Context: an optimization exercise on an open-source flow, tuned for a short achievable clock period and few clock cycles. The choices shown serve that exercise and are no tape-out recipe. The RTL was checked by simulation tests, not by an equivalence proof against the original design. In every run shown here, the design's own scripts or RTL, not TritonCTS, make the clock network. The clock port is modelled as an ideal driver, which makes a skipped or thinned clock tree look cheaper than it is; a real chip needs a root buffer or a tree. No activity file was given, so power comes from the tool's default toggle rates.

<file path="flow/flow/run.sh">
#!/bin/bash
# The standard layout (standard.sh, with the standard synthesis unchanged)
# with these changes to how the layout is optimised:
#  - repair_timing aims for a larger setup margin, so it keeps improving the
#    design below the 10 ns clock period;
#  - the clkdlybuf4s* delay cells are not used as buffers (buffer_ports and
#    the resizer otherwise pick them for the port buffers);
#  - the clock tree is built by flow/pre_cts.tcl: the clock port drives
#    MT_ROOTS root buffers, each root buffer a group of leaf buffers, each
#    leaf buffer a cluster of about MT_LEAF register clock pins.
# The clock, its period and the I/O constraints (constraint.sdc) are the standard flow's.
set -euo pipefail
here=$(pwd)
cat >> config.mk <<EOC
export SETUP_SLACK_MARGIN = 8
export DONT_USE_CELLS += sky130_fd_sc_hd__clkdlybuf4s15_1 sky130_fd_sc_hd__clkdlybuf4s15_2 sky130_fd_sc_hd__clkdlybuf4s18_1 sky130_fd_sc_hd__clkdlybuf4s18_2 sky130_fd_sc_hd__clkdlybuf4s25_1 sky130_fd_sc_hd__clkdlybuf4s25_2 sky130_fd_sc_hd__clkdlybuf4s50_1 sky130_fd_sc_hd__clkdlybuf4s50_2
export PRE_CTS_TCL = $here/flow/pre_cts.tcl
export MT_LEAF = 15
export MT_ROOTS = 4
EOC
bash standard.sh > standard.log 2>&1
</file>
<file path="flow/flow/mytree.tcl">
# Manual two-level clock tree: the clock port drives a few root buffers, each
# root buffer drives a group of leaf buffers, each leaf buffer a compact
# cluster of register clock pins (clusters by recursive bisection of the
# register positions, so all clusters have nearly the same number of pins).

proc mt_center {inst} {
  set b [$inst getBBox]
  return [list [expr {([$b xMin] + [$b xMax]) / 2}] [expr {([$b yMin] + [$b yMax]) / 2}]]
}

# items: list of {x y payload}; returns k groups
proc mt_bisect {items k} {
  if {$k <= 1 || [llength $items] <= 1} { return [list $items] }
  set xs [lmap i $items {lindex $i 0}]
  set ys [lmap i $items {lindex $i 1}]
  set dx [expr {[tcl::mathfunc::max {*}$xs] - [tcl::mathfunc::min {*}$xs]}]
  set dy [expr {[tcl::mathfunc::max {*}$ys] - [tcl::mathfunc::min {*}$ys]}]
  set axis [expr {$dx >= $dy ? 0 : 1}]
  set sorted [lsort -integer -index $axis $items]
  set k1 [expr {$k / 2}]
  set n [llength $sorted]
  set cut [expr {int(round(double($n) * $k1 / $k))}]
  return [concat [mt_bisect [lrange $sorted 0 [expr {$cut - 1}]] $k1] \
                 [mt_bisect [lrange $sorted $cut end] [expr {$k - $k1}]]]
}

proc mt_centroid {items} {
  set sx 0; set sy 0
  foreach i $items { set sx [expr {$sx + [lindex $i 0]}]; set sy [expr {$sy + [lindex $i 1]}] }
  set n [llength $items]
  return [list [expr {$sx / $n}] [expr {$sy / $n}]]
}

proc mt_add_buf {block master name x y in_net out_name} {
  set inst [odb::dbInst_create $block $master $name]
  set w [[$inst getMaster] getWidth]
  set h [[$inst getMaster] getHeight]
  $inst setLocation [expr {$x - $w / 2}] [expr {$y - $h / 2}]
  $inst setPlacementStatus PLACED
  set out [odb::dbNet_create $block $out_name]
  $out setSigType CLOCK
  [$inst findITerm A] connect $in_net
  [$inst findITerm X] connect $out
  return [list $inst $out]
}

proc build_manual_clock_tree {clk_name leaf_size n_roots leaf_master root_master} {
  set block [ord::get_db_block]
  set db [ord::get_db]
  set clk [$block findNet $clk_name]
  set lm [$db findMaster $leaf_master]
  set rm [$db findMaster $root_master]
  set sinks {}
  foreach it [$clk getITerms] {
    lassign [mt_center [$it getInst]] x y
    lappend sinks [list $x $y $it]
  }
  set n [llength $sinks]
  set k [expr {($n + $leaf_size - 1) / $leaf_size}]
  set clusters [mt_bisect $sinks $k]
  set leaves {}
  set li 0
  foreach c $clusters {
    lassign [mt_centroid $c] x y
    lappend leaves [list $x $y $c $li]
    incr li
  }
  set rgroups [mt_bisect $leaves $n_roots]
  set ri 0
  foreach g $rgroups {
    lassign [mt_centroid $g] x y
    lassign [mt_add_buf $block $rm "clkroot_$ri" $x $y $clk "clknet_root_$ri"] rinst rnet
    foreach l $g {
      lassign $l lx ly c idx
      lassign [mt_add_buf $block $lm "clkleaf_$idx" $lx $ly $rnet "clknet_leaf_$idx"] linst lnet
      foreach s $c {
        set it [lindex $s 2]
        $it disconnect
        $it connect $lnet
      }
    }
    incr ri
  }
  puts "manual clock tree: $n sinks, [llength $clusters] leaf buffers, [llength $rgroups] root buffers"
}
</file>
<file path="flow/flow/pre_cts.tcl">
# Run by ORFS's cts.tcl (PRE_CTS_TCL) before clock_tree_synthesis: builds a
# two-level clock tree by hand (mytree.tcl) and makes the call to
# clock_tree_synthesis that follows do nothing. The rest of cts.tcl (detailed
# placement, timing repair) runs as usual.
source [file join [file dirname $::env(PRE_CTS_TCL)] mytree.tcl]
build_manual_clock_tree clk $::env(MT_LEAF) $::env(MT_ROOTS) sky130_fd_sc_hd__clkbuf_16 sky130_fd_sc_hd__clkbuf_16
set_propagated_clock [all_clocks]
rename clock_tree_synthesis orfs_clock_tree_synthesis
proc clock_tree_synthesis {args} {
  puts "clock_tree_synthesis not run: the clock tree was built before it"
}
</file>
<file path="flow/standard.sh">
#!/bin/bash
# synth_recipe.tcl (not shown) runs the flow's synth.tcl, then flattens the netlist and writes it again
# the make line also repeats each setting of config.mk as NAME=value (left out here)
make -C /OpenROAD-flow-scripts/flow DESIGN_CONFIG=/design/flow/config.mk WORK_HOME=/design/flow/orfs CLKGATE_MAP_FILE= SYNTH_SCRIPT=/design/flow/synth_recipe.tcl "${@:-finish}"
</file>
<file path="flow/config.mk">
export PLATFORM = sky130hd
export DESIGN_NAME = gbn_sender
export DESIGN_NICKNAME = gbn_sender
export VERILOG_FILES = /design/flow/design.v
export SDC_FILE = /design/flow/constraint.sdc
export NUM_CORES = 4
export LEC_CHECK = 0
export CAP_MARGIN = 20
export CORE_MARGIN = 2
export CORE_UTILIZATION = 30
export PLACE_DENSITY = 0.5
export SLEW_MARGIN = 20
export SYNTH_HIERARCHICAL = 1
export SETUP_SLACK_MARGIN = 8
export DONT_USE_CELLS += sky130_fd_sc_hd__clkdlybuf4s15_1 sky130_fd_sc_hd__clkdlybuf4s15_2 sky130_fd_sc_hd__clkdlybuf4s18_1 sky130_fd_sc_hd__clkdlybuf4s18_2 sky130_fd_sc_hd__clkdlybuf4s25_1 sky130_fd_sc_hd__clkdlybuf4s25_2 sky130_fd_sc_hd__clkdlybuf4s50_1 sky130_fd_sc_hd__clkdlybuf4s50_2
export PRE_CTS_TCL = /design/flow/flow/pre_cts.tcl
export MT_LEAF = 15
export MT_ROOTS = 4
</file>
<file path="flow/constraint.sdc">
create_clock -name core_clock -period 10.0 [get_ports {clk}]
set_input_delay 2.0000 -clock core_clock [delete_from_list [all_inputs] [get_ports {clk}]]
set_output_delay 2.0000 -clock core_clock [all_outputs]
set_load 0.01 [all_outputs]
</file>
<file path="flow/design.v">
module gbn_sender (
    input  wire         clk,
    input  wire         rst,
    input  wire         start,
    output wire         src_next,
    input  wire         src_rsp,
    input  wire         src_exh,
    input  wire         src_last,
    input  wire [7:0]   src_len,
    input  wire [239:0] src_data,
    output wire         src_seek,
    output wire [11:0]  src_seek_idx,
    output wire         tx_valid,
    output wire [263:0] tx_frame,
    input  wire         tx_ready,
    input  wire         tx_err,
    output wire         rx_req,
    input  wire         rx_rsp,
    input  wire         rx_err,
    input  wire         rx_timeout,
    input  wire         rx_short,
    input  wire [23:0]  rx_hdr,
    output wire         ev_valid,
    output wire         ev_kind,
    output wire [2:0]   ev_seq,
    output wire         done,
    output wire         fault,
    output wire [3:0]   cause
);
    reg          st_idle, st_src, st_tx, st_seek, st_rx, st_ev, st_done, st_fault;
    reg  [3:0]   cause_r;
    reg  [2:0]   base;
    reg  [2:0]   next_seq;       
    reg  [2:0]   outstanding;
    reg  [11:0]  sent_count;     
    reg  [11:0]  acked_count;
    reg          do_nothing, resend, send_eot, src_done;
    reg          m_old;          
    reg          sk_src;         
    reg          sk_sync;        
    reg  [2:0]   rs_idx;         
    reg          last_l;
    reg  [11:0]  seek_idx;
    reg          ev_kind_r;
    reg  [2:0]   rx_n;           
    reg  [7:0]   rx_oh;          
    reg  [263:0] fb;
    assign src_next     = st_src;
    assign src_seek     = st_seek;
    assign src_seek_idx = seek_idx;
    assign tx_valid     = st_tx;
    assign tx_frame     = fb;
    assign rx_req       = st_rx;
    assign ev_valid     = st_ev;
    assign ev_kind      = ev_kind_r;
    assign ev_seq       = rx_n;
    assign done         = st_done;
    assign fault        = st_fault;
    assign cause        = cause_r;
    wire         s_wait, s_exh, s_chunk, s_zero, s_big;
    wire         t_wait, t_ok, t_err;
    wire         r_wait, r_err, r_to, r_short, r_ill, r_k0, r_k2, r_kx0, r_kx2;
    wire [239:0] payload;
    wire [7:0]   seq_oh;
    gbn_sender_dec u_dec (
        .src_rsp(src_rsp), .src_exh(src_exh), .src_len(src_len), .src_data(src_data),
        .tx_ready(tx_ready), .tx_err(tx_err),
        .rx_rsp(rx_rsp), .rx_err(rx_err), .rx_timeout(rx_timeout), .rx_short(rx_short),
        .rx_hdr(rx_hdr),
        .s_wait(s_wait), .s_exh(s_exh), .s_chunk(s_chunk), .s_zero(s_zero), .s_big(s_big),
        .t_wait(t_wait), .t_ok(t_ok), .t_err(t_err),
        .r_wait(r_wait), .r_err(r_err), .r_to(r_to), .r_short(r_short), .r_ill(r_ill),
        .r_k0(r_k0), .r_k2(r_k2), .r_kx0(r_kx0), .r_kx2(r_kx2),
        .payload(payload), .seq_oh(seq_oh));
    wire        out_zero  = (outstanding == 3'd0);
    wire        out_full  = (outstanding == 3'd7);
    wire        sent_max  = &sent_count;
    wire        acked_z   = (acked_count == 12'd0);
    wire [11:0] acked_m1  = acked_count - 12'd1;
    wire        src_done1 = src_done | last_l;
    wire        rs_last   = (rs_idx + 3'd1 == outstanding);
    reg  [7:0]  found_v, pop_v;
    integer v;
    always @(*) begin
        for (v = 0; v < 8; v = v + 1) begin
            found_v[v] = ((v[2:0] - base) < outstanding);
            pop_v[v]   = found_v[v] |
                         (src_done & (outstanding < 3'd6) & (v[2:0] == sent_count[2:0]));
        end
    end
    reg  [7:0] found_r, pop_r;
    always @(posedge clk) begin
        found_r <= found_v;
        pop_r   <= pop_v;
    end
    wire       ack_found = |(rx_oh & found_r);
    wire       ack_pop   = |(rx_oh & pop_r);
    wire [2:0] ack_dp1   = rx_n - base + 3'd1;
    wire tx_new_src  = ~src_done1 & (outstanding < 3'd6);
    wire p_exh_seek  = st_src & ~m_old & resend;
    wire p_exh_rx    = st_src & ~m_old & ~resend;
    wire p_exh_fault = st_src & m_old;
    wire p_exh_done  = st_src & ~m_old;               
    wire p_chk_tx    = st_src & (m_old | ~sent_max);
    wire p_chk_fault = st_src & ~m_old & sent_max;
    wire p_txok_src  = st_tx & ~send_eot & ~m_old & tx_new_src;
    wire p_txok_seek = st_tx & ~send_eot & (m_old | (~tx_new_src & resend));
    wire p_txok_rx   = st_tx & (send_eot | (~m_old & ~tx_new_src & ~resend));
    wire p_push      = st_tx & ~send_eot & ~m_old;
    wire p_rs_end    = st_tx & ~send_eot & m_old & rs_last;
    wire p_rs_step   = st_tx & m_old;
    wire p_rs_hold   = st_seek | (st_src & m_old);
    wire p_seek_src  = st_seek & sk_src;
    wire p_seek_rx   = st_seek & ~sk_src;
    wire do_sync     = st_seek & sk_sync;
    wire p_to_src    = st_rx & ~send_eot & ~src_done & ~out_full;
    wire p_to_tx     = st_rx & (send_eot | (out_zero & src_done));
    wire p_to_seek   = st_rx & ~send_eot & ~out_zero & (src_done | out_full);
    wire p_to0       = st_rx & ~send_eot & out_zero;                 
    wire p_to0_eot   = st_rx & ~send_eot & out_zero & src_done;      
    wire p_toN       = st_rx & ~send_eot & ~out_zero & ~do_nothing;  
    wire p_k0_ev     = st_rx & ~send_eot & ~do_nothing;
    wire p_k0_rx     = st_rx & ~send_eot & do_nothing;
    wire p_kx0_src   = st_rx & ~send_eot & ~do_nothing & ~src_done & ~out_full;
    wire p_kx0_rx    = st_rx & ~send_eot & (do_nothing | src_done | out_full);
    wire p_k2_ev     = st_rx & send_eot;
    wire p_kx2_seek  = st_rx & send_eot & ~acked_z;
    wire p_kx2_fault = st_rx & send_eot & acked_z;
    wire ev_pop      = st_ev & ~send_eot & ack_pop;
    wire p_ev_src    = ev_pop & ~src_done;
    wire p_ev_rx     = ev_pop & src_done;
    wire p_ev_fault  = st_ev & ~send_eot & ~ack_pop & acked_z;
    wire p_ev_seek   = st_ev & ~send_eot & ~ack_pop & ~acked_z;
    wire p_ev_done   = st_ev & send_eot;
    reg  [2:0]  out_oth, base_oth, nseq_oth;
    reg  [11:0] acked_oth, sent_oth;
    always @(*) begin
        out_oth   = outstanding;
        base_oth  = base;
        nseq_oth  = next_seq;
        acked_oth = acked_count;
        sent_oth  = sent_count;
        if (do_sync) begin
            out_oth   = 3'd0;
            base_oth  = rx_n;
            nseq_oth  = rx_n;
            acked_oth = acked_m1;
            sent_oth  = acked_m1;
        end
        if (ev_pop) begin
            if (ack_found) begin
                out_oth   = outstanding - ack_dp1;
                base_oth  = rx_n + 3'd1;
                acked_oth = acked_count + {9'd0, ack_dp1};
            end else begin
                out_oth   = 3'd0;
                base_oth  = next_seq;
                acked_oth = sent_count;
            end
        end
    end
    wire         n_idle, n_src, n_tx, n_seek, n_rx, n_ev, n_done, n_fault;
    wire [3:0]   n_cause;
    wire [2:0]   n_out, n_nseq, n_rs_idx, n_rx_n;
    wire [11:0]  n_sent;
    wire         n_src_done, n_dn, n_send_eot, n_resend, n_last;
    wire [7:0]   n_rx_oh;
    wire [239:0] n_payload;
    wire [4:0]   n_len;
    gbn_sender_mix u_mix (
        .rst(rst), .start(start),
        .s_wait(s_wait), .s_exh(s_exh), .s_chunk(s_chunk), .s_zero(s_zero), .s_big(s_big),
        .t_wait(t_wait), .t_ok(t_ok), .t_err(t_err),
        .r_wait(r_wait), .r_err(r_err), .r_to(r_to), .r_short(r_short), .r_ill(r_ill),
        .r_k0(r_k0), .r_k2(r_k2), .r_kx0(r_kx0), .r_kx2(r_kx2),
        .p_idle(st_idle), .p_src(st_src),
        .p_exh_seek(p_exh_seek), .p_exh_rx(p_exh_rx), .p_exh_fault(p_exh_fault),
        .p_exh_done(p_exh_done), .p_chk_tx(p_chk_tx), .p_chk_fault(p_chk_fault),
        .p_tx(st_tx), .p_txok_src(p_txok_src), .p_txok_seek(p_txok_seek),
        .p_txok_rx(p_txok_rx), .p_push(p_push), .p_rs_end(p_rs_end),
        .p_rs_step(p_rs_step), .p_rs_hold(p_rs_hold),
        .p_seek_src(p_seek_src), .p_seek_rx(p_seek_rx), .do_sync(do_sync),
        .p_rx(st_rx), .p_to_src(p_to_src), .p_to_tx(p_to_tx), .p_to_seek(p_to_seek),
        .p_to0(p_to0), .p_to0_eot(p_to0_eot), .p_toN(p_toN),
        .p_k0_ev(p_k0_ev), .p_k0_rx(p_k0_rx), .p_kx0_src(p_kx0_src), .p_kx0_rx(p_kx0_rx),
        .p_k2_ev(p_k2_ev), .p_kx2_seek(p_kx2_seek), .p_kx2_fault(p_kx2_fault),
        .p_ev_src(p_ev_src), .p_ev_rx(p_ev_rx), .p_ev_fault(p_ev_fault),
        .p_ev_seek(p_ev_seek), .p_ev_done(p_ev_done),
        .st_done(st_done), .st_fault(st_fault), .cause_r(cause_r),
        .last_l(last_l), .src_last(src_last),
        .out_push(outstanding + 3'd1), .out_oth(out_oth),
        .nseq_push(next_seq + 3'd1), .nseq_oth(nseq_oth),
        .sent_push(sent_count + 12'd1), .sent_oth(sent_oth),
        .src_done(src_done), .do_nothing(do_nothing), .send_eot(send_eot), .resend(resend),
        .rs_idx(rs_idx), .rs_idx_p1(rs_idx + 3'd1),
        .rx_seq(rx_hdr[10:8]), .seq_oh(seq_oh), .rx_n(rx_n), .rx_oh(rx_oh),
        .payload(payload), .src_len5(src_len[4:0]),
        .fb_payload(fb[263:24]), .fb_len(fb[20:16]),
        .n_idle(n_idle), .n_src(n_src), .n_tx(n_tx), .n_seek(n_seek), .n_rx(n_rx),
        .n_ev(n_ev), .n_done(n_done), .n_fault(n_fault), .n_cause(n_cause),
        .n_out(n_out), .n_nseq(n_nseq), .n_sent(n_sent),
        .n_src_done(n_src_done), .n_dn(n_dn), .n_send_eot(n_send_eot), .n_resend(n_resend),
        .n_rs_idx(n_rs_idx), .n_last(n_last), .n_rx_n(n_rx_n), .n_rx_oh(n_rx_oh),
        .n_payload(n_payload), .n_len(n_len));
    always @(posedge clk) begin
        st_idle     <= n_idle;
        st_src      <= n_src;
        st_tx       <= n_tx;
        st_seek     <= n_seek;
        st_rx       <= n_rx;
        st_ev       <= n_ev;
        st_done     <= n_done;
        st_fault    <= n_fault;
        cause_r     <= n_cause;
        fb[263:24]  <= n_payload;
        fb[20:16]   <= n_len;
        rx_n        <= n_rx_n;
        rx_oh       <= n_rx_oh;
        last_l      <= n_last;
        rs_idx      <= n_rs_idx;
    end
    always @(posedge clk) begin
        if (rst) begin
            base        <= 3'd0;
            next_seq    <= 3'd0;
            outstanding <= 3'd0;
            sent_count  <= 12'd0;
            acked_count <= 12'd0;
            do_nothing  <= 1'b0;
            resend      <= 1'b0;
            send_eot    <= 1'b0;
            src_done    <= 1'b0;
            fb[15:0]    <= 16'd0;
            fb[23:21]   <= 3'd0;
            seek_idx    <= 12'd0;
            ev_kind_r   <= 1'b0;
        end else begin
            base        <= base_oth;
            acked_count <= acked_oth;
            outstanding <= n_out;
            next_seq    <= n_nseq;
            sent_count  <= n_sent;
            do_nothing  <= n_dn;
            resend      <= n_resend;
            send_eot    <= n_send_eot;
            src_done    <= n_src_done;
            ev_kind_r   <= send_eot;
            if (st_src) begin
                fb[7:0]  <= 8'd1;
                fb[15:8] <= {5'd0, m_old ? base + rs_idx : next_seq};
            end else if (!st_tx) begin
                fb[7:0]  <= 8'd3;
                fb[15:8] <= {5'd0, base};
            end
            fb[23:21] <= 3'd0;
            if (st_tx && m_old)
                seek_idx <= rs_last ? sent_count : acked_count + {9'd0, rs_idx} + 12'd1;
            else if (st_ev || (st_rx && send_eot))
                seek_idx <= acked_m1;
            else
                seek_idx <= acked_count;
        end
    end
    always @(posedge clk) begin
        sk_src  <= st_src | (st_tx & ~(m_old & rs_last)) | (st_rx & ~send_eot);
        sk_sync <= st_ev | (st_rx & send_eot);
        m_old   <= st_seek | (m_old & (st_src | st_tx));
    end
endmodule
module gbn_sender_dec (
    input  wire         src_rsp,
    input  wire         src_exh,
    input  wire [7:0]   src_len,
    input  wire [239:0] src_data,
    input  wire         tx_ready,
    input  wire         tx_err,
    input  wire         rx_rsp,
    input  wire         rx_err,
    input  wire         rx_timeout,
    input  wire         rx_short,
    input  wire [23:0]  rx_hdr,
    output wire         s_wait, s_exh, s_chunk, s_zero, s_big,
    output wire         t_wait, t_ok, t_err,
    output wire         r_wait, r_err, r_to, r_short, r_ill, r_k0, r_k2, r_kx0, r_kx2,
    output reg  [239:0] payload,
    output wire [7:0]   seq_oh
);
    wire len_zero = (src_len == 8'd0);
    wire len_big  = (|src_len[7:5]) | (&src_len[4:0]);
    assign s_wait  = ~src_rsp;
    assign s_exh   = src_rsp & src_exh;
    assign s_zero  = src_rsp & ~src_exh & len_zero;
    assign s_big   = src_rsp & ~src_exh & len_big;
    assign s_chunk = src_rsp & ~src_exh & ~len_zero & ~len_big;
    assign t_wait  = ~tx_ready;
    assign t_ok    = tx_ready & ~tx_err;
    assign t_err   = tx_ready & tx_err;
    wire illegal = (|rx_hdr[7:2]) | (|rx_hdr[15:11]) | (|rx_hdr[23:21]) | (&rx_hdr[20:16]);
    wire frame   = rx_rsp & ~rx_err & ~rx_timeout & ~rx_short & ~illegal;
    assign r_wait  = ~rx_rsp;
    assign r_err   = rx_rsp & rx_err;
    assign r_to    = rx_rsp & ~rx_err & rx_timeout;
    assign r_short = rx_rsp & ~rx_err & ~rx_timeout & rx_short;
    assign r_ill   = rx_rsp & ~rx_err & ~rx_timeout & ~rx_short & illegal;
    assign r_k0    = frame & (rx_hdr[1:0] == 2'd0);
    assign r_k2    = frame & (rx_hdr[1:0] == 2'd2);
    assign r_kx0   = frame & (rx_hdr[1:0] != 2'd0);
    assign r_kx2   = frame & (rx_hdr[1:0] != 2'd2);
    assign seq_oh = 8'd1 << rx_hdr[10:8];
    integer b;
    always @(*) begin
        for (b = 0; b < 30; b = b + 1)
            payload[8*b +: 8] = (b < src_len[4:0]) ? src_data[8*b +: 8] : 8'h00;
    end
endmodule
module gbn_sender_mix (
    input  wire         rst, start,
    input  wire         s_wait, s_exh, s_chunk, s_zero, s_big,
    input  wire         t_wait, t_ok, t_err,
    input  wire         r_wait, r_err, r_to, r_short, r_ill, r_k0, r_k2, r_kx0, r_kx2,
    input  wire         p_idle, p_src,
    input  wire         p_exh_seek, p_exh_rx, p_exh_fault, p_exh_done, p_chk_tx, p_chk_fault,
    input  wire         p_tx, p_txok_src, p_txok_seek, p_txok_rx, p_push, p_rs_end,
    input  wire         p_rs_step, p_rs_hold,
    input  wire         p_seek_src, p_seek_rx, do_sync,
    input  wire         p_rx, p_to_src, p_to_tx, p_to_seek, p_to0, p_to0_eot, p_toN,
    input  wire         p_k0_ev, p_k0_rx, p_kx0_src, p_kx0_rx, p_k2_ev, p_kx2_seek, p_kx2_fault,
    input  wire         p_ev_src, p_ev_rx, p_ev_fault, p_ev_seek, p_ev_done,
    input  wire         st_done, st_fault,
    input  wire [3:0]   cause_r,
    input  wire         last_l, src_last,
    input  wire [2:0]   out_push, out_oth, nseq_push, nseq_oth,
    input  wire [11:0]  sent_push, sent_oth,
    input  wire         src_done, do_nothing, send_eot, resend,
    input  wire [2:0]   rs_idx, rs_idx_p1,
    input  wire [2:0]   rx_seq,
    input  wire [7:0]   seq_oh,
    input  wire [2:0]   rx_n,
    input  wire [7:0]   rx_oh,
    input  wire [239:0] payload,
    input  wire [4:0]   src_len5,
    input  wire [239:0] fb_payload,
    input  wire [4:0]   fb_len,
    output wire         n_idle, n_src, n_tx, n_seek, n_rx, n_ev, n_done, n_fault,
    output wire [3:0]   n_cause,
    output wire [2:0]   n_out, n_nseq,
    output wire [11:0]  n_sent,
    output wire         n_src_done, n_dn, n_send_eot, n_resend,
    output wire [2:0]   n_rs_idx,
    output wire         n_last,
    output wire [2:0]   n_rx_n,
    output wire [7:0]   n_rx_oh,
    output wire [239:0] n_payload,
    output wire [4:0]   n_len
);
    assign n_idle = rst | (p_idle & ~start);
    assign n_src  = ~rst & ((p_idle & start) | (p_src & s_wait) | (p_txok_src & t_ok) |
                            p_seek_src | (p_to_src & r_to) | (p_kx0_src & r_kx0) | p_ev_src);
    assign n_tx   = ~rst & ((p_chk_tx & s_chunk) | (p_tx & t_wait) | (p_to_tx & r_to));
    assign n_seek = ~rst & ((p_exh_seek & s_exh) | (p_txok_seek & t_ok) | (p_to_seek & r_to) |
                            (p_kx2_seek & r_kx2) | p_ev_seek);
    assign n_rx   = ~rst & ((p_exh_rx & s_exh) | (p_txok_rx & t_ok) | p_seek_rx |
                            (p_rx & r_wait) | (p_kx0_rx & r_kx0) | (p_k0_rx & r_k0) | p_ev_rx);
    assign n_ev   = ~rst & ((p_k0_ev & r_k0) | (p_k2_ev & r_k2));
    assign n_done = ~rst & (st_done | p_ev_done);
    wire f_short = p_rx & r_short;
    wire f_field = p_rx & r_ill;
    wire f_zero  = p_src & s_zero;
    wire f_send  = p_tx & t_err;
    wire f_recv  = p_rx & r_err;
    wire f_under = (p_kx2_fault & r_kx2) | p_ev_fault;
    wire f_over  = p_chk_fault & s_chunk;
    wire f_proto = (p_exh_fault & s_exh) | (p_src & s_big);
    assign n_fault = ~rst & (st_fault | f_short | f_field | f_zero | f_send | f_recv |
                             f_under | f_over | f_proto);
    assign n_cause[0] = ~rst & (cause_r[0] | f_short | f_zero | f_recv | f_over);
    assign n_cause[1] = ~rst & (cause_r[1] | f_field | f_zero | f_under | f_over);
    assign n_cause[2] = ~rst & (cause_r[2] | f_send | f_recv | f_under | f_over);
    assign n_cause[3] = ~rst & (cause_r[3] | f_proto);
    wire push = p_push & t_ok;
    assign n_out      = push ? out_push  : out_oth;
    assign n_nseq     = push ? nseq_push : nseq_oth;
    assign n_sent     = push ? sent_push : sent_oth;
    assign n_src_done = (p_exh_done & s_exh) | (push & last_l) | (src_done & ~do_sync);
    assign n_dn       = do_sync | (do_nothing & ~(p_to0 & r_to));
    assign n_send_eot = (p_to0_eot & r_to) | (send_eot & ~do_sync);
    assign n_resend   = (p_toN & r_to) | (resend & ~(p_rs_end & t_ok));
    assign n_rs_idx = p_rs_step ? (t_wait ? rs_idx : rs_idx_p1) :
                      p_rs_hold ? rs_idx : 3'd0;
    assign n_last    = p_src ? src_last : last_l;
    assign n_rx_n    = p_rx ? rx_seq : rx_n;
    assign n_rx_oh   = p_rx ? seq_oh : rx_oh;
    assign n_payload = ({240{p_src}} & payload) | ({240{p_tx}} & fb_payload);
    assign n_len     = ({5{p_src}} & src_len5) | ({5{p_tx}} & fb_len);
endmodule
</file>
==> results of run 1 <==
final cells by class:
cell class              instances  area (um^2)
diodes                          5        12.51
plain buffers                  28        700.7
fillers                      4972        27050
inverters                      47        212.7
multi-input cells            1133         9696
flip-flops and latches        346         7305
well taps                     688        860.8
repair buffers                933         6814
stage by stage:
step                area [um^2]  worst slack [ns]  hold slack (ns)  std cells  total power, uW
global placement          19240             5.429           0.4389       2782             1815
finish                    25600             6.972           0.4641       3180             2982
global route              25600             6.903           0.4856       3178             3101
floorplan                 17140             6.741           0.4307       1649             1704
detailed placement        19240             5.389           0.4405       2782             1821
CTS                       24460             6.976           0.4556       3075             2957
per-module statistics from Yosys (local to each module, per instance):
module          cells  flip-flops and latches  cell area, um^2  times used
gbn_sender        914                     346            10630           1
gbn_sender_mix    390                       0             3167           1
gbn_sender_dec    332                       0             2193           1
per-layer routing:
layer  vias up  track usage, %  part of all wire, %
met5         -               0                 0.11
met4        14           4.239                  2.1
met3        83           4.112                  6.0
met2       515           43.17                   51
met1      7844           28.41                   40
li1       7482               -                    -
critical path, stage by stage:
cell     delay, ns
buf_6         0.09
nor4_4        0.36
nand3_2       0.18
buf_1         0.14
nor4_2        0.22
a22oi_1       0.11
a31oi_1       0.17
power breakdown:
part           switching [uW]  internal [uW]  total (uW)
registers                31.8           1430        1460
logic                     246            297         544
clock network             484            498         982
placed cells by master (no fill, tap or decap), types with 10 or more instances in the layout:
cell / instances
clkbuf_16: 32
inv_1: 36
dfxtp_1: 62
dfxtp_2: 275
a211oi_2: 18
o21ai_0: 27
nor2b_4: 23
buf_2: 28
xnor2_1: 36
buf_1: 522
nor2_1: 60
nand2_1: 56
buf_16: 11
nand3_1: 19
buf_6: 317
nor2b_1: 73
and3_1: 13
nor2b_2: 29
a22o_1: 253
and2_4: 87
a21oi_1: 29
and2_1: 57
buf_8: 14
conb_1: 14
xor2_1: 29
buf_12: 17
mux2_4: 27
a21o_1: 11
buf_4: 10
ha_1: 34
a22oi_1: 11
nand4_1: 13
cells by family after synthesis:
family / count (synthesis)
simple gates: 527
compound gates: 437
flops: 346
buf+inv: 174
xor+xnor: 70
fa+ha+maj: 43
mux: 38
other cells: 1
sequential cells by signal, summed over array words and instances, names as in the netlist, 3 cells and up:
name,flops
outstanding,3
sent_count,12
next_seq,3
acked_count,12
seek_idx,12
rs_idx,3
fb,250
rx_n,3
base,3
rx_oh,8
found_r,8
pop_r,8
cause_r,4
path summary, 6_finish.rpt:
check | from | endpoint | slack [ns]
worst max-delay path | rx_hdr[23] | st_rx | 6.97
worst min-delay path | cause_r[2] | cause_r[2] | 0.46
worst max register to register | rx_n[1] | acked_count[10] | 7.25
worst min register to register | cause_r[2] | cause_r[2] | 0.46
timing repair:
item                                    in CTS  in global routing
endpoints found under the setup margin     605                606
hold buffers                                 0                  0
buffers inserted                           250                 99
pin swaps                                   89                 70
gates cloned                                15                  1
endpoints found under the hold margin        0                  0
resized for setup                         1026                203
==> results.yml, run 1 <==
outcome:
  outcome: "no timing/DRC/antenna violations"
layout:
  finalNetCount: 2816
  fin_util_pct: 48.62
  layout-drive-gt1-share_pct: 41.94
  area_growth_pct: 60.08
detailed_routing:
  antenna_left: 0
  drt_pass1_iterations: 5
  vias: 15940
  routed_via_density: 5.012
  wl_um: 69430
  drt_iter0_drc: 870
  avgRoutedWirePerCell_um: 21.83
  drc: 0
hold_path:
  hold_path_depth: 2
  hold_path_class: "flip-flop to flip-flop"
timing:
  worstMarginPinSlew_ns: 1.097
  finalCriticalPeriod_ns: 3.028
  skew_ns: 0.02782
  setup_viol: 0
  fin_crit_sh_pct: 30.28
  hold_violations: 0
  slew_headroom_pct: 26.90
  drv_slew: 0
  rsz0062_at_grt: "true"
  setup_tns_ns: 0
  timing.fmax_ghz: 0.3303
die:
  num_rows: 84
  die_w_um: 234.9
  dieArea_um2: 55170
  boundaryPins: 575
  initial_core_util_pct: 30.37
  core_um2: 52660
  die_h_um: 234.9
global_route:
  grt_max_degree: 101
  overflow: 0
  antenna_found_initial: 13
  gr-usage-all-layers_pct: 23.39
  grt_pass1_vias: 15440
  grt_pass1_wl_um: 101100
yosys:
  synth_compound_area_share_pct: 21.98
  ys_top_cells_by_count: "dfxtp_1, a22o_1, and2_1"
  synth_top_area_cell: "dfxtp_1"
  synthXorXnorAreaFrac_pct: 3.920
  netlist_area_um2: 15990
  yosys.area_share.adder_pct: 3.552
  synth_mux_area_share_pct: 2.863
  synth_top_area_share_pct: 43.31
  ys_warn_count: 8
  synth_edf_count: 0
  synth_async_sr_flop_share_pct: 0
  synth_top_family_by_area: "compound AO/OA/AOI/OAI gates"
  synth_flop_cell: "dfxtp_1"
  synth_area_leaders: "dfxtp_1, a22o_1, and2_1"
  synthCells: 1636
  yosysMostFrequentCell: "dfxtp_1"
  synth-seq-area-share_pct: 43.31
  ys_types: 81
  synth_area_per_cell_um2: 9.776
  yosys.area_share.simple_pct: 19.10
  synth-seq-cells: 346
placed_design:
  dp_hpwl_um: 46250
  portBuffers: 560
  place_congestion: 0.8686
setup_path:
  required_ns: 10.25
  crit_fanout: 3
  critPathKind: "input pin to flip-flop"
  cp.arrival_ns: 3.28
  critPathCaptureType: "flip-flop"
  r2r_cells: 16
  start_kind: "input pin"
clock_network:
  clk_latency_ns: 0.35
  clk_pin_slew_ns: 0.07
run:
  cap_violations: 0
pwr:
  powerDensity_nw_per_um2: 116.5
  ir_worst_vdd_mv: 0.1078
  leakage_uw: 0.01040
Testbench counts, summed over its fixed seeds: cycles 23,695.
==> inputs of run 2 (changes only) <==
--- a/flow/design.v
+++ b/flow/design.v
@@ -28,4 +28,7 @@
     output wire [3:0]   cause
 );
+    localparam [3:0] F_SHORT    = 4'd1, F_FIELD    = 4'd2, F_SRC_ZERO = 4'd3,
+                     F_CH_SEND  = 4'd4, F_CH_RECV  = 4'd5, F_UNDERFLOW = 4'd6,
+                     F_OVERFLOW = 4'd7, F_SRC_PROTO = 4'd8;
     reg          st_idle, st_src, st_tx, st_seek, st_rx, st_ev, st_done, st_fault;
     reg  [3:0]   cause_r;
@@ -160,6 +163,5 @@
         end
     end
-    wire         n_idle, n_src, n_tx, n_seek, n_rx, n_ev, n_done, n_fault;
-    wire [3:0]   n_cause;
+    wire         n_idle, n_src, n_tx, n_seek, n_rx, n_ev, n_done;
     wire [2:0]   n_out, n_nseq, n_rs_idx, n_rx_n;
     wire [11:0]  n_sent;
@@ -198,9 +200,22 @@
         .fb_payload(fb[263:24]), .fb_len(fb[20:16]),
         .n_idle(n_idle), .n_src(n_src), .n_tx(n_tx), .n_seek(n_seek), .n_rx(n_rx),
-        .n_ev(n_ev), .n_done(n_done), .n_fault(n_fault), .n_cause(n_cause),
+        .n_ev(n_ev), .n_done(n_done),
         .n_out(n_out), .n_nseq(n_nseq), .n_sent(n_sent),
         .n_src_done(n_src_done), .n_dn(n_dn), .n_send_eot(n_send_eot), .n_resend(n_resend),
         .n_rs_idx(n_rs_idx), .n_last(n_last), .n_rx_n(n_rx_n), .n_rx_oh(n_rx_oh),
         .n_payload(n_payload), .n_len(n_len));
+    reg  q_src, q_tx, q_rx, q_old, q_s_exh, q_s_zero, q_s_big, q_r_err, q_r_short, q_r_ill;
+    wire limbo = ~(st_idle | st_src | st_tx | st_seek | st_rx | st_ev | st_done | st_fault);
+    reg  [3:0] f_code;
+    always @(*) begin
+        if (q_tx)
+            f_code = F_CH_SEND;
+        else if (q_rx)
+            f_code = q_r_err ? F_CH_RECV : q_r_short ? F_SHORT : q_r_ill ? F_FIELD : F_UNDERFLOW;
+        else if (q_src)
+            f_code = (q_s_exh | q_s_big) ? F_SRC_PROTO : q_s_zero ? F_SRC_ZERO : F_OVERFLOW;
+        else
+            f_code = F_UNDERFLOW;    
+    end
     always @(posedge clk) begin
         st_idle     <= n_idle;
@@ -211,6 +226,16 @@
         st_ev       <= n_ev;
         st_done     <= n_done;
-        st_fault    <= n_fault;
-        cause_r     <= n_cause;
+        st_fault    <= ~rst & (st_fault | limbo);
+        cause_r     <= rst ? 4'd0 : limbo ? f_code : cause_r;
+        q_src       <= st_src;
+        q_tx        <= st_tx;
+        q_rx        <= st_rx;
+        q_old       <= m_old;
+        q_s_exh     <= s_exh;
+        q_s_zero    <= s_zero;
+        q_s_big     <= s_big;
+        q_r_err     <= r_err;
+        q_r_short   <= r_short;
+        q_r_ill     <= r_ill;
         fb[263:24]  <= n_payload;
         fb[20:16]   <= n_len;
@@ -308,8 +333,19 @@
     assign r_kx2   = frame & (rx_hdr[1:0] != 2'd2);
     assign seq_oh = 8'd1 << rx_hdr[10:8];
+    wire [1:0] lh = src_len[4:3];
+    wire [2:0] ll = src_len[2:0];
+    wire [3:0] h_eq = 4'd1 << lh;
+    wire [3:0] h_gt = {1'b0, lh == 2'd3, lh >= 2'd2, lh != 2'd0};
+    wire [7:0] l_gt;
+    genvar g;
+    generate
+        for (g = 0; g < 8; g = g + 1) begin : lgt
+            assign l_gt[g] = (ll > g);
+        end
+    endgenerate
     integer b;
     always @(*) begin
         for (b = 0; b < 30; b = b + 1)
-            payload[8*b +: 8] = (b < src_len[4:0]) ? src_data[8*b +: 8] : 8'h00;
+            payload[8*b +: 8] = (h_gt[b / 8] | (h_eq[b / 8] & l_gt[b % 8])) ? src_data[8*b +: 8] : 8'h00;
     end
 endmodule
@@ -342,6 +378,5 @@
     input  wire [239:0] fb_payload,
     input  wire [4:0]   fb_len,
-    output wire         n_idle, n_src, n_tx, n_seek, n_rx, n_ev, n_done, n_fault,
-    output wire [3:0]   n_cause,
+    output wire         n_idle, n_src, n_tx, n_seek, n_rx, n_ev, n_done,
     output wire [2:0]   n_out, n_nseq,
     output wire [11:0]  n_sent,
@@ -364,18 +399,4 @@
     assign n_ev   = ~rst & ((p_k0_ev & r_k0) | (p_k2_ev & r_k2));
     assign n_done = ~rst & (st_done | p_ev_done);
-    wire f_short = p_rx & r_short;
-    wire f_field = p_rx & r_ill;
-    wire f_zero  = p_src & s_zero;
-    wire f_send  = p_tx & t_err;
-    wire f_recv  = p_rx & r_err;
-    wire f_under = (p_kx2_fault & r_kx2) | p_ev_fault;
-    wire f_over  = p_chk_fault & s_chunk;
-    wire f_proto = (p_exh_fault & s_exh) | (p_src & s_big);
-    assign n_fault = ~rst & (st_fault | f_short | f_field | f_zero | f_send | f_recv |
-                             f_under | f_over | f_proto);
-    assign n_cause[0] = ~rst & (cause_r[0] | f_short | f_zero | f_recv | f_over);
-    assign n_cause[1] = ~rst & (cause_r[1] | f_field | f_zero | f_under | f_over);
-    assign n_cause[2] = ~rst & (cause_r[2] | f_send | f_recv | f_under | f_over);
-    assign n_cause[3] = ~rst & (cause_r[3] | f_proto);
     wire push = p_push & t_ok;
     assign n_out      = push ? out_push  : out_oth;
==> run 2 against run 1 <==
  * Still clean
  * Core utilization decreased by 0.15 points
  * Worst hold slack better by 0.0097 ns
  * Worst setup slack better by 0.027 ns
  * Critical endpoint is now fb[89]
  * Global-route usage shrank 0.72 points
  * Maximum frequency is 0.89% higher
  * Synthesized area increased by 1.5%
  * Die area grew 1.5%
  * Register-to-register slack improved by 0.06 ns
==> results.yml, run 2 <==
outcome:
  outcome: "no timing/DRC/antenna violations"
timing:
  worstMarginPinSlew_ns: 0.9328
  finalCriticalPeriod_ns: 3.001
  timing.fmax_ghz: 0.3332
  hold_violations: 0
  drv_slew: 0
  setup_tns_ns: 0
  skew_ns: 0.01726
  fin_crit_sh_pct: 30.01
  slew_headroom_pct: 37.26
  fin_hold_ws_ns: 0.4737
  rsz0062_at_grt: "true"
  setup_viol: 0
setup_path:
  crit_family: "simple AND/OR/NAND/NOR gates"
  required_ns: 10.21
  r2r_start: "rx_n[1]"
  cp_slowest_cell: "or3_4"
  path_buf_inv: 3
  critPathKind: "input pin to flip-flop"
  critPathCaptureType: "flip-flop"
  r2r_slack_ns: 7.31
  crit_chain: "buf_12, buf_12, or3_4, a21oi_4, buf_12, nor2b_2, a22o_1"
  r2r_cells: 15
  crit_fanout: 8
  cpMostUsedCell: "buf_12"
  cp-startpoint: "src_len[0]"
  max_stage_delay_ns: 0.39
  start_kind: "input pin"
  cp.arrival_ns: 3.21
  rr_endpoint: "acked_count[9]"
die:
  initial_core_util_pct: 30.22
  die_h_um: 236.6
  num_rows: 85
  core_um2: 53710
  dieArea_um2: 55980
  die_w_um: 236.6
  boundaryPins: 575
global_route:
  grt_pass1_wl_um: 99480
  gr-usage-all-layers_pct: 22.67
  grt_pass1_vias: 15510
  overflow: 0
  grt_max_degree: 108
  antenna_found_initial: 5
hold_path:
  hold_path_depth: 2
  hold_end: "fb[1]"
  hold_path_class: "flip-flop to flip-flop"
  min_from: "fb[1]"
layout:
  area_growth_pct: 60.39
  finalNetCount: 2833
  layout_common_cells: "buf_1, buf_6, dfxtp_2, a22o_1, and2_4"
  top_register: "fb"
  fin_util_pct: 48.47
  largest_reg_flops: 250
  layout-drive-gt1-share_pct: 43.01
  final_common_cell: "buf_1"
yosys:
  synth_area_per_cell_um2: 9.837
  synthCells: 1650
  ys_warn_count: 8
  netlist_area_um2: 16230
detailed_routing:
  vias: 16070
  routed_via_density: 5.011
  avgRoutedWirePerCell_um: 21.14
  drt_iter0_drc: 792
  wl_um: 67770
  drt_pass1_iterations: 5
  antenna_left: 0
  drc: 0
placed_design:
  portBuffers: 560
  dp_hpwl_um: 44200
  place_congestion: 0.8568
pwr:
  leakage_uw: 0.01055
  powerDensity_nw_per_um2: 116.7
  ir_worst_vdd_mv: 0.1472
clock_network:
  clk_pin_slew_ns: 0.07
  clk_latency_ns: 0.34
run:
  cap_violations: 0
==> run 2: cell types whose count changed in the layout (fill, tap and decap cells not counted), sizes merged, moves of 4 or more <==
| cell | before | now |
|---|---|---|
| a211o | 9 | 4 |
| a211oi | 25 | 31 |
| a22o | 253 | 249 |
| and2 | 144 | 139 |
| and2b | 6 | 11 |
| dfxtp | 346 | 355 |
| inv | 44 | 40 |
| mux2i | 6 | 13 |
| nand3 | 24 | 17 |
| nand4 | 14 | 8 |
| nor2 | 69 | 75 |
| nor3 | 17 | 23 |
==> run 2: report_power, final <==
part / internal [uW] / switching [uW] / total, uW
logic: 298 / 248 / 547
clock network: 499 / 498 / 996
registers: 1460 / 33.8 / 1500
total: 2260 / 780 / 3040
==> run 2: worst max-delay path by stage <==
stage,to,slack (ns),depth (start not counted)
floorplan,fb[152],6.82,5
global placement,fb[218],5.83,5
detailed placement,fb[221],5.73,5
CTS,fb[89],7.00,7
global route,fb[89],6.97,7
finish,fb[89],7.00,7
==> run 2: worst register-to-register path, cell delays in order (launching register included) <==
cell      delay (ns)
dfxtp_4         0.36
buf_6           0.11
inv_4           0.03
ha_4            0.24
inv_2           0.04
ha_4            0.15
xnor2_2         0.12
xnor2_1         0.17
inv_1           0.10
ha_4            0.31
nand3_4         0.11
buf_2           0.16
a211oi_4        0.21
xor2_1          0.20
mux2i_1         0.12
a211oi_2        0.19
==> run 2: layer usage <==
metal / GRT usage, % / part of all wire, %
met1: 27.38 / 40
met2: 41.41 / 51
met3: 3.113 / 5.4
met4: 7.058 / 3.4
met5: 0 / 0
==> run 2: through the flow <==
| step | total power, uW | cell area, um^2 | instances | setup slack (ns) |
|---|---|---|---|---|
| floorplan | 1740 | 17320 | 1663 | 6.820 |
| global placement | 1851 | 19460 | 2806 | 5.834 |
| detailed placement | 1855 | 19460 | 2806 | 5.735 |
| CTS | 3018 | 24990 | 3102 | 6.998 |
| global route | 3151 | 26030 | 3205 | 6.971 |
| finish | 3038 | 26030 | 3206 | 6.999 |
==> run 2: what timing repair did <==
action / CTS / global route
endpoints found under the setup margin: 612 / 612
hold buffers: 0 / 0
gates cloned: 14 / 2
gates resized for setup: 1088 / 186
pin swaps: 140 / 48
setup buffers: 254 / 96
==> run 2: area by class of cell <==
class,count,area [um^2]
Timing Repair Buffer,934,6892
Inverter,43,191.4
Tap cell,696,870.8
Fill cell,5050,27670
Antenna cell,6,15.01
Sequential cell,355,7505
Buffer,28,700.7
Multi-Input combinational cell,1144,9859
Testbench counts of run 2, summed over its fixed seeds: cycles 23,696.
==> inputs of run 3 (changes only) <==
--- a/flow/design.v
+++ b/flow/design.v
@@ -64,5 +64,5 @@
     wire         t_wait, t_ok, t_err;
     wire         r_wait, r_err, r_to, r_short, r_ill, r_k0, r_k2, r_kx0, r_kx2;
-    wire [239:0] payload;
+    wire [29:0]  keep;
     wire [7:0]   seq_oh;
     gbn_sender_dec u_dec (
@@ -75,5 +75,5 @@
         .r_wait(r_wait), .r_err(r_err), .r_to(r_to), .r_short(r_short), .r_ill(r_ill),
         .r_k0(r_k0), .r_k2(r_k2), .r_kx0(r_kx0), .r_kx2(r_kx2),
-        .payload(payload), .seq_oh(seq_oh));
+        .keep(keep), .seq_oh(seq_oh));
     wire        out_zero  = (outstanding == 3'd0);
     wire        out_full  = (outstanding == 3'd7);
@@ -197,5 +197,5 @@
         .rs_idx(rs_idx), .rs_idx_p1(rs_idx + 3'd1),
         .rx_seq(rx_hdr[10:8]), .seq_oh(seq_oh), .rx_n(rx_n), .rx_oh(rx_oh),
-        .payload(payload), .src_len5(src_len[4:0]),
+        .keep(keep), .src_data(src_data), .src_len5(src_len[4:0]),
         .fb_payload(fb[263:24]), .fb_len(fb[20:16]),
         .n_idle(n_idle), .n_src(n_src), .n_tx(n_tx), .n_seek(n_seek), .n_rx(n_rx),
@@ -308,5 +308,5 @@
     output wire         t_wait, t_ok, t_err,
     output wire         r_wait, r_err, r_to, r_short, r_ill, r_k0, r_k2, r_kx0, r_kx2,
-    output reg  [239:0] payload,
+    output reg  [29:0]  keep,
     output wire [7:0]   seq_oh
 );
@@ -347,5 +347,5 @@
     always @(*) begin
         for (b = 0; b < 30; b = b + 1)
-            payload[8*b +: 8] = (h_gt[b / 8] | (h_eq[b / 8] & l_gt[b % 8])) ? src_data[8*b +: 8] : 8'h00;
+            keep[b] = h_gt[b / 8] | (h_eq[b / 8] & l_gt[b % 8]);
     end
 endmodule
@@ -374,5 +374,6 @@
     input  wire [2:0]   rx_n,
     input  wire [7:0]   rx_oh,
-    input  wire [239:0] payload,
+    input  wire [29:0]  keep,
+    input  wire [239:0] src_data,
     input  wire [4:0]   src_len5,
     input  wire [239:0] fb_payload,
@@ -399,5 +400,5 @@
     assign n_ev   = ~rst & ((p_k0_ev & r_k0) | (p_k2_ev & r_k2));
     assign n_done = ~rst & (st_done | p_ev_done);
-    wire push = p_push & t_ok;
+    wire push = p_push & ~t_wait;
     assign n_out      = push ? out_push  : out_oth;
     assign n_nseq     = push ? nseq_push : nseq_oth;
@@ -412,5 +413,11 @@
     assign n_rx_n    = p_rx ? rx_seq : rx_n;
     assign n_rx_oh   = p_rx ? seq_oh : rx_oh;
-    assign n_payload = ({240{p_src}} & payload) | ({240{p_tx}} & fb_payload);
+    genvar g;
+    generate
+        for (g = 0; g < 30; g = g + 1) begin : pl
+            assign n_payload[8*g +: 8] = ({8{p_src & keep[g]}} & src_data[8*g +: 8]) |
+                                         ({8{p_tx}} & fb_payload[8*g +: 8]);
+        end
+    endgenerate
     assign n_len     = ({5{p_src}} & src_len5) | ({5{p_tx}} & fb_len);
 endmodule
==> run 3 against run 2 <==
  * Die area down 8.5%
  * Sequential share of layout area up 3.0 points
  * Power down 2.8%
  * Largest cell class unchanged
  * Flip-flop and latch count unchanged
  * Largest power group unchanged
  * Clock power down 0.7%
  * Register-to-register slack worse by 0.06 ns
  * Worst hold slack worse by 0.0034 ns
==> results.yml, run 3 <==
outcome:
  outcome: "no timing/DRC/antenna violations"
detailed_routing:
  vias: 14390
  drt_iter0_drc: 922
  drc: 0
  avgRoutedWirePerCell_um: 23.19
  routed_via_density: 5.014
  antenna_left: 0
  drt_pass1_iterations: 5
  wl_um: 66530
placed_design:
  dp_hpwl_um: 46220
  placed_area_um2: 17900
  place_congestion: 0.8767
  portBuffers: 560
  placedCellCount: 2564
layout:
  layout_common_cells: "buf_1, buf_6, dfxtp_2, a22o_1, dfxtp_1"
  layout-drive-gt1-share_pct: 41.73
  area_growth_pct: 59.25
  final_common_cell: "buf_1"
  finalNetCount: 2529
  instances_no_fill: 2869
  largest_reg_flops: 250
  top_register: "fb"
  fin_area_um2: 23610
yosys:
  synthCells: 1443
  ys_warn_count: 8
  netlist_area_um2: 14830
  synth_area_per_cell_um2: 10.27
die:
  die_w_um: 226.3
  core_um2: 48850
  die_h_um: 226.3
  num_rows: 81
  boundaryPins: 575
  initial_core_util_pct: 30.35
  dieArea_um2: 51210
timing:
  skew_ns: 0.02893
  setup_tns_ns: 0
  rsz0062_at_grt: "true"
  finalCriticalPeriod_ns: 2.892
  hold_violations: 0
  timing.fmax_ghz: 0.3457
  fin_crit_sh_pct: 28.92
  slew_headroom_pct: 28.21
  fin_hold_ws_ns: 0.4703
  setup_viol: 0
  drv_slew: 0
  worstMarginPinSlew_ns: 1.077
global_route:
  overflow: 0
  antenna_found_initial: 10
  gr-usage-all-layers_pct: 24.06
  grt_pass1_vias: 13890
  grt_max_degree: 90
  grt_pass1_wl_um: 92460
hold_path:
  hold_path_class: "flip-flop to flip-flop"
  min_from: "fb[1]"
setup_path:
  crit_chain: "buf_8, buf_6, buf_8, buf_6, nor2_4, buf_1, o21bai_1, and2_4, a22o_1"
  max_stage_delay_ns: 0.21
  critPathKind: "input pin to flip-flop"
  cp.arrival_ns: 3.10
  required_ns: 10.21
  cp-startpoint: "src_len[0]"
  cp_slowest_cell: "and2_4"
  start_kind: "input pin"
  crit_fanout: 8
  r2r_start: "rx_n[1]"
  critPathCaptureType: "flip-flop"
clock_network:
  cts_hold_buf: 0
  clk_latency_ns: 0.34
  clk_pin_slew_ns: 0.07
run:
  cap_violations: 0
pwr:
  ir_worst_vdd_mv: 0.07763
  leakage_uw: 0.009519
  powerDensity_nw_per_um2: 125.1
run 3: repair_timing:
| action | 4_1_cts | 5_1_grt |
|---|---|---|
| setup endpoints to repair | 612 | 612 |
| cloned | 11 | 0 |
| pin swaps | 51 | 63 |
| gates resized for setup | 1050 | 107 |
| setup buffers | 181 | 80 |
run 3: where the power goes:
group	internal (uW)	leakage (uW)	switching, uW	total [uW]
clock network	498	0.000345	491	989
logic	250	0.00615	220	469
registers	1460	0.00302	34.1	1500
run 3: cell type report:
class	instances	area [um^2]
antenna	5	12.51
multi-input combinational	929	8063
inverter	50	229.0
fill	4566	25240
timing repair buffer	838	6256
sequential	355	7517
buffer	28	700.7
tap	664	830.8
run 3: stage by stage:
| stage | worst slack (ns) | power [uW] | utilization (%) |
|---|---|---|---|
| detailed placement | 6.083 | 1794 | 36.65 |
| global placement | 6.119 | 1792 | 36.65 |
| global route | 7.054 | 3068 | 48.33 |
| finish | 7.108 | 2953 | 48.33 |
| floorplan | 6.997 | 1681 | - |
| CTS | 6.940 | 2938 | 46.80 |
run 3: critical path, delay by kind of cell:
family / cells / cell delay [ns]
buf+inv: 5 / 0.54
simple gates: 2 / 0.29
compound gates: 2 / 0.27
run 3: per-layer routing:
| metal | GRT usage (%) | vias up | wire length (um) |
|---|---|---|---|
| li1 | - | 6686 | - |
| met4 | 6.982 | 12 | 2222 |
| met5 | 1.564 | - | 189 |
| met1 | 29.81 | 7043 | 26930 |
| met2 | 40.13 | 524 | 31460 |
| met3 | 7.192 | 120 | 5720 |
run 3: worst paths after layout:
path                          end  slack (ns)  cells past startpoint
setup / recovery          fb[125]        7.11                      9
hold / removal              fb[1]        0.47                      2
hold reg to reg             fb[1]        0.47                      2
setup reg to reg  acked_count[11]        7.25                     15
Testbench counts of run 3, summed over its fixed seeds: cycles 23,696.
==> inputs of run 4 (changes only) <==
--- a/flow/design.v
+++ b/flow/design.v
@@ -61,19 +61,5 @@
     assign fault        = st_fault;
     assign cause        = cause_r;
-    wire         s_wait, s_exh, s_chunk, s_zero, s_big;
-    wire         t_wait, t_ok, t_err;
-    wire         r_wait, r_err, r_to, r_short, r_ill, r_k0, r_k2, r_kx0, r_kx2;
-    wire [29:0]  keep;
-    wire [7:0]   seq_oh;
-    gbn_sender_dec u_dec (
-        .src_rsp(src_rsp), .src_exh(src_exh), .src_len(src_len), .src_data(src_data),
-        .tx_ready(tx_ready), .tx_err(tx_err),
-        .rx_rsp(rx_rsp), .rx_err(rx_err), .rx_timeout(rx_timeout), .rx_short(rx_short),
-        .rx_hdr(rx_hdr),
-        .s_wait(s_wait), .s_exh(s_exh), .s_chunk(s_chunk), .s_zero(s_zero), .s_big(s_big),
-        .t_wait(t_wait), .t_ok(t_ok), .t_err(t_err),
-        .r_wait(r_wait), .r_err(r_err), .r_to(r_to), .r_short(r_short), .r_ill(r_ill),
-        .r_k0(r_k0), .r_k2(r_k2), .r_kx0(r_kx0), .r_kx2(r_kx2),
-        .keep(keep), .seq_oh(seq_oh));
+    wire         s_exh, s_zero, s_big, r_err, r_short, r_ill;
     wire        out_zero  = (outstanding == 3'd0);
     wire        out_full  = (outstanding == 3'd7);
@@ -170,10 +156,12 @@
     wire [239:0] n_payload;
     wire [4:0]   n_len;
-    gbn_sender_mix u_mix (
+    gbn_sender_next u_next (
         .rst(rst), .start(start),
-        .s_wait(s_wait), .s_exh(s_exh), .s_chunk(s_chunk), .s_zero(s_zero), .s_big(s_big),
-        .t_wait(t_wait), .t_ok(t_ok), .t_err(t_err),
-        .r_wait(r_wait), .r_err(r_err), .r_to(r_to), .r_short(r_short), .r_ill(r_ill),
-        .r_k0(r_k0), .r_k2(r_k2), .r_kx0(r_kx0), .r_kx2(r_kx2),
+        .src_rsp(src_rsp), .src_exh(src_exh), .src_len(src_len),
+        .tx_ready(tx_ready), .tx_err(tx_err),
+        .rx_rsp(rx_rsp), .rx_err(rx_err), .rx_timeout(rx_timeout), .rx_short(rx_short),
+        .rx_hdr(rx_hdr),
+        .s_exh(s_exh), .s_zero(s_zero), .s_big(s_big),
+        .r_err(r_err), .r_short(r_short), .r_ill(r_ill),
         .p_idle(st_idle), .p_src(st_src),
         .p_exh_seek(p_exh_seek), .p_exh_rx(p_exh_rx), .p_exh_fault(p_exh_fault),
@@ -196,6 +184,6 @@
         .src_done(src_done), .do_nothing(do_nothing), .send_eot(send_eot), .resend(resend),
         .rs_idx(rs_idx), .rs_idx_p1(rs_idx + 3'd1),
-        .rx_seq(rx_hdr[10:8]), .seq_oh(seq_oh), .rx_n(rx_n), .rx_oh(rx_oh),
-        .keep(keep), .src_data(src_data), .src_len5(src_len[4:0]),
+        .rx_n(rx_n), .rx_oh(rx_oh),
+        .src_data(src_data),
         .fb_payload(fb[263:24]), .fb_len(fb[20:16]),
         .n_idle(n_idle), .n_src(n_src), .n_tx(n_tx), .n_seek(n_seek), .n_rx(n_rx),
@@ -293,9 +281,9 @@
     end
 endmodule
-module gbn_sender_dec (
+module gbn_sender_next (
+    input  wire         rst, start,
     input  wire         src_rsp,
     input  wire         src_exh,
     input  wire [7:0]   src_len,
-    input  wire [239:0] src_data,
     input  wire         tx_ready,
     input  wire         tx_err,
@@ -305,12 +293,43 @@
     input  wire         rx_short,
     input  wire [23:0]  rx_hdr,
-    output wire         s_wait, s_exh, s_chunk, s_zero, s_big,
-    output wire         t_wait, t_ok, t_err,
-    output wire         r_wait, r_err, r_to, r_short, r_ill, r_k0, r_k2, r_kx0, r_kx2,
-    output reg  [29:0]  keep,
-    output wire [7:0]   seq_oh
+    output wire         s_exh, s_zero, s_big, r_err, r_short, r_ill,
+    input  wire         p_idle, p_src,
+    input  wire         p_exh_seek, p_exh_rx, p_exh_fault, p_exh_done, p_chk_tx, p_chk_fault,
+    input  wire         p_tx, p_txok_src, p_txok_seek, p_txok_rx, p_push, p_rs_end,
+    input  wire         p_rs_step, p_rs_hold,
+    input  wire         p_seek_src, p_seek_rx, do_sync,
+    input  wire         p_rx, p_to_src, p_to_tx, p_to_seek, p_to0, p_to0_eot, p_toN,
+    input  wire         p_k0_ev, p_k0_rx, p_kx0_src, p_kx0_rx, p_k2_ev, p_kx2_seek, p_kx2_fault,
+    input  wire         p_ev_src, p_ev_rx, p_ev_fault, p_ev_seek, p_ev_done,
+    input  wire         st_done, st_fault,
+    input  wire [3:0]   cause_r,
+    input  wire         last_l, src_last,
+    input  wire [2:0]   out_push, out_oth, nseq_push, nseq_oth,
+    input  wire [11:0]  sent_push, sent_oth,
+    input  wire         src_done, do_nothing, send_eot, resend,
+    input  wire [2:0]   rs_idx, rs_idx_p1,
+    input  wire [2:0]   rx_n,
+    input  wire [7:0]   rx_oh,
+    input  wire [239:0] src_data,
+    input  wire [239:0] fb_payload,
+    input  wire [4:0]   fb_len,
+    output wire         n_idle, n_src, n_tx, n_seek, n_rx, n_ev, n_done,
+    output wire [2:0]   n_out, n_nseq,
+    output wire [11:0]  n_sent,
+    output wire         n_src_done, n_dn, n_send_eot, n_resend,
+    output wire [2:0]   n_rs_idx,
+    output wire         n_last,
+    output wire [2:0]   n_rx_n,
+    output wire [7:0]   n_rx_oh,
+    output wire [239:0] n_payload,
+    output wire [4:0]   n_len
 );
     wire len_zero = (src_len == 8'd0);
     wire len_big  = (|src_len[7:5]) | (&src_len[4:0]);
+    wire s_wait, s_chunk, t_wait, t_ok, t_err, r_wait, r_to, r_k0, r_k2, r_kx0, r_kx2;
+    reg  [29:0] keep;
+    wire [7:0]  seq_oh;
+    wire [2:0]  rx_seq = rx_hdr[10:8];
+    wire [4:0]  src_len5 = src_len[4:0];
     assign s_wait  = ~src_rsp;
     assign s_exh   = src_rsp & src_exh;
@@ -349,45 +368,4 @@
             keep[b] = h_gt[b / 8] | (h_eq[b / 8] & l_gt[b % 8]);
     end
-endmodule
-module gbn_sender_mix (
-    input  wire         rst, start,
-    input  wire         s_wait, s_exh, s_chunk, s_zero, s_big,
-    input  wire         t_wait, t_ok, t_err,
-    input  wire         r_wait, r_err, r_to, r_short, r_ill, r_k0, r_k2, r_kx0, r_kx2,
-    input  wire         p_idle, p_src,
-    input  wire         p_exh_seek, p_exh_rx, p_exh_fault, p_exh_done, p_chk_tx, p_chk_fault,
-    input  wire         p_tx, p_txok_src, p_txok_seek, p_txok_rx, p_push, p_rs_end,
-    input  wire         p_rs_step, p_rs_hold,
-    input  wire         p_seek_src, p_seek_rx, do_sync,
-    input  wire         p_rx, p_to_src, p_to_tx, p_to_seek, p_to0, p_to0_eot, p_toN,
-    input  wire         p_k0_ev, p_k0_rx, p_kx0_src, p_kx0_rx, p_k2_ev, p_kx2_seek, p_kx2_fault,
-    input  wire         p_ev_src, p_ev_rx, p_ev_fault, p_ev_seek, p_ev_done,
-    input  wire         st_done, st_fault,
-    input  wire [3:0]   cause_r,
-    input  wire         last_l, src_last,
-    input  wire [2:0]   out_push, out_oth, nseq_push, nseq_oth,
-    input  wire [11:0]  sent_push, sent_oth,
-    input  wire         src_done, do_nothing, send_eot, resend,
-    input  wire [2:0]   rs_idx, rs_idx_p1,
-    input  wire [2:0]   rx_seq,
-    input  wire [7:0]   seq_oh,
-    input  wire [2:0]   rx_n,
-    input  wire [7:0]   rx_oh,
-    input  wire [29:0]  keep,
-    input  wire [239:0] src_data,
-    input  wire [4:0]   src_len5,
-    input  wire [239:0] fb_payload,
-    input  wire [4:0]   fb_len,
-    output wire         n_idle, n_src, n_tx, n_seek, n_rx, n_ev, n_done,
-    output wire [2:0]   n_out, n_nseq,
-    output wire [11:0]  n_sent,
-    output wire         n_src_done, n_dn, n_send_eot, n_resend,
-    output wire [2:0]   n_rs_idx,
-    output wire         n_last,
-    output wire [2:0]   n_rx_n,
-    output wire [7:0]   n_rx_oh,
-    output wire [239:0] n_payload,
-    output wire [4:0]   n_len
-);
     assign n_idle = rst | (p_idle & ~start);
     assign n_src  = ~rst & ((p_idle & start) | (p_src & s_wait) | (p_txok_src & t_ok) |
@@ -413,9 +391,9 @@
     assign n_rx_n    = p_rx ? rx_seq : rx_n;
     assign n_rx_oh   = p_rx ? seq_oh : rx_oh;
-    genvar g;
+    genvar h;
     generate
-        for (g = 0; g < 30; g = g + 1) begin : pl
-            assign n_payload[8*g +: 8] = ({8{p_src & keep[g]}} & src_data[8*g +: 8]) |
-                                         ({8{p_tx}} & fb_payload[8*g +: 8]);
+        for (h = 0; h < 30; h = h + 1) begin : pl
+            assign n_payload[8*h +: 8] = ({8{p_src & keep[h]}} & src_data[8*h +: 8]) |
+                                         ({8{p_tx}} & fb_payload[8*h +: 8]);
         end
     endgenerate
==> run 4 against run 3 <==
  * Worst setup slack better by 0.044 ns
  * Via count up 0.74%
  * Cell count increased by 0.70%
  * Combinational power hardly changed
  * Critical path depth is 8 lower
  * Core utilization is 1.8 points higher
  * Wire length fell by 0.37%
==> results.yml, run 4 <==
timing:
  setup_viol: 0
  timing.fmax_ghz: 0.3511
  rsz0062_at_grt: "true"
  finalCriticalPeriod_ns: 2.848
  drv_slew: 0
  slew_headroom_pct: 32.40
  fin_crit_sh_pct: 28.48
  hold_violations: 0
  setup_tns_ns: 0
  skew_ns: 0.02366
  worstMarginPinSlew_ns: 1.014
setup_path:
  crit_family: "flip-flops"
  max_stage_delay_ns: 0.40
  rr_endpoint: "acked_count[9]"
  r2r_start: "rx_n[1]"
  crit_fanout: 3
  critPathKind: "flip-flop to output pin"
  critPathCaptureType: "output pin"
  crit_chain: "buf_6"
  start_kind: "flip-flop"
  cp.arrival_ns: 0.85
  r2r_cells: 15
  cp_slowest_cell: "dfxtp_4"
  required_ns: 8.00
  crit_cells: 1
  r2r_slack_ns: 7.36
  path_buf_inv: 1
layout:
  top_register: "fb"
  largest_reg_flops: 250
  layout_common_cells: "buf_1, buf_6, dfxtp_2, a22o_1, dfxtp_1"
  instances_no_fill: 2889
  area_growth_pct: 65.32
  layout-drive-gt1-share_pct: 41.02
  final_common_cell: "buf_1"
  finalNetCount: 2596
  fillers: 4432
die:
  die_w_um: 223.5
  core_um2: 47650
  dieArea_um2: 49930
  die_h_um: 223.5
  num_rows: 80
  initial_core_util_pct: 30.32
  boundaryPins: 575
global_route:
  grt_max_degree: 98
  grt_pass1_vias: 14240
  gr-usage-all-layers_pct: 24.83
  met3_usage_pct: 3.898
  overflow: 0
  antenna_found_initial: 12
  grt_pass1_wl_um: 93760
  grt_busiest_layer: "met2"
  grt.met2_usage_pct: 47.00
  grt.met1_usage_pct: 27.87
placed_design:
  placedCellCount: 2497
  portBuffers: 560
  place_congestion: 0.8354
  dp_hpwl_um: 46640
outcome:
  outcome: "no timing/DRC/antenna violations"
hold_path:
  min_from: "fb[17]"
  hold_end: "fb[17]"
  hold_path_depth: 1
  hold_path_class: "flip-flop to flip-flop"
clock_network:
  clk_latency_ns: 0.35
  cts_hold_buf: 0
  clk_pin_slew_ns: 0.07
detailed_routing:
  routed_via_density: 5.016
  antenna_left: 0
  drt_pass1_iterations: 5
  wl_um: 66280
  drt_iter0_drc: 717
  drc: 0
  vias: 14490
  avgRoutedWirePerCell_um: 22.94
yosys:
  ys_warn_count: 8
  netlist_area_um2: 14450
  synth_area_per_cell_um2: 10.35
  synthCells: 1396
pwr:
  leakage_uw: 0.009578
  ir_worst_vdd_mv: 0.1597
  powerDensity_nw_per_um2: 123.9
  power_uw: 2959
run:
  cap_violations: 0
## run 4: cell types whose count changed in the layout (fill, tap and decap cells not counted), sizes merged, moves of 9 or more
cell | previous run | this run
a21oi | 39 | 51
mux2 | 32 | 22
buf | 835 | 916
and2 | 41 | 11
a22oi | 13 | 4
## run 4: layout make-up
cell class | instances | area [um^2] | share of cell area, %
multi-input cells | 911 | 8029 | 33.62
flip-flops and latches | 355 | 7523 | 31.50
repair buffers | 920 | 6609 | 27.67
well taps | 615 | 769.5 | 3.222
plain buffers | 28 | 700.7 | 2.934
inverters | 52 | 227.7 | 0.9534
diodes | 7 | 17.52 | 0.07334
repair inverters | 1 | 7.507 | 0.03143
## run 4: per-layer routing
| metal | wire [um] | part of all wire [%] | vias up |
|---|---|---|---|
| met5 | 25 | 0.038 | - |
| met1 | 24620 | 37 | 7124 |
| met4 | 2658 | 4.0 | 4 |
| li1 | - | - | 6820 |
| met3 | 3228 | 4.9 | 99 |
| met2 | 35750 | 54 | 444 |
## run 4: power breakdown
part	leakage (uW)	total (uW)	switching, uW	internal [uW]
Sequential	0.00302	1500	38.7	1460
Combinational	0.00621	471	226	245
Clock	0.000345	986	488	498
Total	0.00958	2960	752	2210
## run 4: timing repair
| action | in CTS | in global routing |
|---|---|---|
| setup endpoints to repair | 612 | 609 |
| gates resized for setup | 1010 | 93 |
| buffers inserted | 221 | 125 |
| cloned | 10 | 1 |
| pin swaps | 79 | 69 |
## run 4: how the worst max path moves through the flow
stage,from,to,slack [ns]
2_1_floorplan,rx_hdr[3],st_ev,7.06
3_3_place_gp,src_len[1],fb[73],6.01
3_5_place_dp,src_len[1],fb[59],5.90
4_1_cts,st_seek,src_seek,7.13
5_1_grt,st_tx,tx_valid,7.12
6_report,st_tx,tx_valid,7.15
## run 4: stage by stage
stage | utilization (%) | setup slack [ns] | hold slack, ns | instance area [um^2]
after detailed placement | 37.46 | 5.905 | 0.4312 | 17850
after floorplan | - | 7.064 | 0.4054 | 15640
after global placement | 37.46 | 6.014 | 0.4343 | 17850
after global routing | 50.12 | 7.124 | 0.4946 | 23880
final | 50.13 | 7.152 | 0.4848 | 23880
after CTS | 48.25 | 7.135 | 0.4619 | 22990
Testbench counts of run 4, summed over its fixed seeds: cycles 23,696.

[port drivers added, routing unchanged]
The flow's constraints put no driver on any port. The routed layouts listed below were extracted and timed again, unchanged, in two steps. Step 1 sets driving cells, clkbuf_16 on the clock port and buf_2 on the other inputs (assumed; they add their load-dependent delay and slew). Step 2, shift: input delay + t, output delay - t, t = (earliest + latest rising clock arrival at the registers) / 2. This alone moves slack from input paths to output paths. Three values: ideal, step 1, step 2; two values: the first two.
run | t, ns | setup WS [ns]
run 1 | 0.458 | 6.972 / 6.978 / 6.521
run 2 | 0.458 | 6.999 / 6.975 / 6.517
run 3 | 0.451 | 7.108 / 7.029 / 6.660
run 4 | 0.452 | 7.152 / 7.030 / 6.828
After both steps every run listed still meets setup and hold.
